This design comes from an exercise in tuning for small area, a short achievable clock period and few clock cycles on the open sky130 flow, not from production work. Only simulation tests tie the RTL to the original design; equivalence was not proved. No activity file was given, so power comes from the tool's default toggle rates.

// frame_block
module frame_block (
    input  wire        clk,
    input  wire        rst,
    input  wire        in_valid,
    input  wire [7:0]  in_data,
    output wire        in_ready,
    output wire        ovf,
    output wire        res_valid,
    input  wire        res_ack,
    output wire [3:0]  res_err,
    output wire [7:0]  res_dlen,
    output wire [31:0] res_msg_id,
    output wire [7:0]  res_ch_off,
    output wire [7:0]  res_ch_len,
    output wire [7:0]  res_ct_off,
    output wire [7:0]  res_ct_len,
    output wire [7:0]  res_pl_off,
    output wire [15:0] res_pl_len,
    output wire [31:0] res_crc_expected,
    output wire [31:0] res_crc_actual,
    input  wire [6:0]  rd_addr,
    output wire [7:0]  rd_data
);
Size: roughly 2700 cells after synthesis, roughly 1100 flip-flops, ~190 I/O pins.
export LEC_CHECK = 0
export CAP_MARGIN = 30
export CORE_MARGIN = 2
export CORE_UTILIZATION = 40
export CTS_BUF_LIST = sky130_fd_sc_hd__clkbuf_8 sky130_fd_sc_hd__clkbuf_16
export CTS_CLUSTER_DIAMETER = 80
export CTS_CLUSTER_SIZE = 20
export PLACE_DENSITY = 0.75
export SETUP_SLACK_MARGIN = 4
export SLEW_MARGIN = 30
create_clock -name core_clock -period 9.0 [get_ports {clk}]
standard.sh (not shown) runs the stock make flow with config.mk's settings and CLKGATE_MAP_FILE= SYNTH_SCRIPT=/design/flow/synth_recipe.tcl, a recipe that flattens the netlist after the stock synthesis.
==> flow/flow/run.sh <==
#!/bin/bash
# The standard layout (standard.sh: standard synthesis, floorplan, place,
# CTS, route), with one change: buffer_ports makes the port buffers from the
# smallest buffer cell instead of the cell it picks by itself. Repair still
# resizes the buffers on critical ports. The full make output goes to
# standard_flow.log; ORFS's per-step logs stay under orfs/logs/.
set -euo pipefail
export BUFFER_PORTS_ARGS="-buffer_cell sky130_fd_sc_hd__buf_1"
bash standard.sh finish > standard_flow.log 2>&1
Testbench counts at the start, summed over its fixed seeds: cycles 12,749.
==> next run, changes <==
==> flow/run.sh (new file) <==
#!/bin/bash
# synth_recipe.tcl (not shown) runs the flow's synth.tcl, then flattens the netlist and writes it again
# the make line also repeats each setting of config.mk as NAME=value (left out here)
make -C /OpenROAD-flow-scripts/flow DESIGN_CONFIG=/design/flow/config.mk WORK_HOME=/design/flow/orfs CLKGATE_MAP_FILE= SYNTH_SCRIPT=/design/flow/synth_recipe.tcl finish
removed: flow/flow/run.sh
removed: flow/standard.sh
What happened: Hold slack is worse by 25 ps; setup slack is better by 69 ps; synthesized cell count is unchanged; sequential share of layout area is lower by 1.4 points; total power stays flat; wire length is higher by 2.2%; design area is higher by 2.1%; utilization is higher by 0.98 points; count of clock-buffer cells in the layout is lower by 1.

* * *

Setup of old:
Another version of the RTL of frame_block (not shown whole).
Size in the first run: roughly 2900 cells after synthesis, about 1200 flip-flops, roughly 190 I/O pins.
==> flow/config.mk <==
export PLATFORM = sky130hd
export DESIGN_NAME = frame_block
export DESIGN_NICKNAME = frame_block
export VERILOG_FILES = /design/flow/design.v
export SDC_FILE = /design/flow/constraint.sdc
export NUM_CORES = 4
export LEC_CHECK = 0
export CAP_MARGIN = 30
export CORE_MARGIN = 2
export CORE_UTILIZATION = 55
export CTS_BUF_LIST = sky130_fd_sc_hd__clkbuf_8 sky130_fd_sc_hd__clkbuf_16
export CTS_CLUSTER_DIAMETER = 80
export CTS_CLUSTER_SIZE = 20
export PLACE_DENSITY = 0.75
export SETUP_SLACK_MARGIN = 4
export SLEW_MARGIN = 30
export SYNTH_HIERARCHICAL = 1
export SYNTH_MINIMUM_KEEP_SIZE = 0
==> flow/constraint.sdc <==
create_clock -name core_clock -period 9.0 [get_ports {clk}]
set_input_delay 1.8000 -clock core_clock [delete_from_list [all_inputs] [get_ports {clk}]]
set_output_delay 1.8000 -clock core_clock [all_outputs]
set_load 0.01 [all_outputs]
==> flow/flow/run.sh <==
#!/bin/bash
# The standard layout (standard.sh: standard synthesis, floorplan, place,
# CTS, route), with one change: buffer_ports makes the port buffers from the
# smallest buffer cell instead of the cell it picks by itself. Repair still
# resizes the buffers on critical ports. The full make output goes to
# standard_flow.log; ORFS's per-step logs stay under orfs/logs/.
set -euo pipefail
export BUFFER_PORTS_ARGS="-buffer_cell sky130_fd_sc_hd__buf_1"
bash standard.sh finish > standard_flow.log 2>&1
Testbench counts of old, summed over its fixed seeds: cycles 12,749.
Relative to old, the following input files were edited for new:
-- flow/config.mk --
<<< old, line 11
export CTS_BUF_LIST = sky130_fd_sc_hd__clkbuf_8 sky130_fd_sc_hd__clkbuf_16
export CTS_CLUSTER_DIAMETER = 80
export CTS_CLUSTER_SIZE = 20
export PLACE_DENSITY = 0.75
export SETUP_SLACK_MARGIN = 4
>>> new, line 11
export CTS_BUF_LIST = sky130_fd_sc_hd__clkbuf_8 sky130_fd_sc_hd__clkbuf_16
export CTS_CLUSTER_DIAMETER = 80
export CTS_CLUSTER_SIZE = 25
export PLACE_DENSITY = 0.75
export SETUP_SLACK_MARGIN = 4
Results
In the tables for old and new, register share of total power reads lower with old.
Going from old to new, the depth of the critical timing path with buffers and inverters included was found to have gone up by 6.
new ends up with a worst max-slew margin expressed relative to the limit that is 1.9 points higher than in old.
Diff old -> new | non-clock buffer count | increase of 11
The run showing the greater post-route non-filler standard cell count is old.
The run showing the greater number of buffers added by the clock tree synthesis step is old.
Compared with old, new ends up with less cell area.
Diff old -> new: wire length now larger; global routing usage on met3 lost 0.20 points.
Looking at non-clock buffering overhead in the final layout across old and new, the one that comes out higher is new.
new -> old: die area delta 0, exact match

what the ideal ports hide:
The flow's constraints put no driver on any port. The routed layouts listed below were extracted and timed again, unchanged, in two steps.
Step 1 assumes that a clkbuf_16 drives the clock port and a buf_2 every other input.
Step 2 moves the port delays by t, midway between the first and last clock arrival at a register: inputs arrive t later, outputs are due t later. That takes back most of the time a late clock gives input paths.
Slacks: ideal / step 1 / step 2; pairs: ideal / step 1.
run	shift t [ns]	slack for setup (ns)	worst setup path at the end	worst register clock-pin slew, ns
the first run of note 1	0.724	2.852 / 2.700 / 2.700	input to output	0.10 / 0.10
the second run of note 1	0.722	2.920 / 2.834 / 2.834	input to output	0.10 / 0.10
old	0.699	2.949 / 2.786 / 2.786	input to output	0.09 / 0.09
new	0.716	2.885 / 2.737 / 2.737	input to output	0.10 / 0.10
After both steps every run listed still meets setup and hold. For old, which loses most, drivers alone change the setup slack by -0.163 ns; drivers and shift together by -0.163 ns.
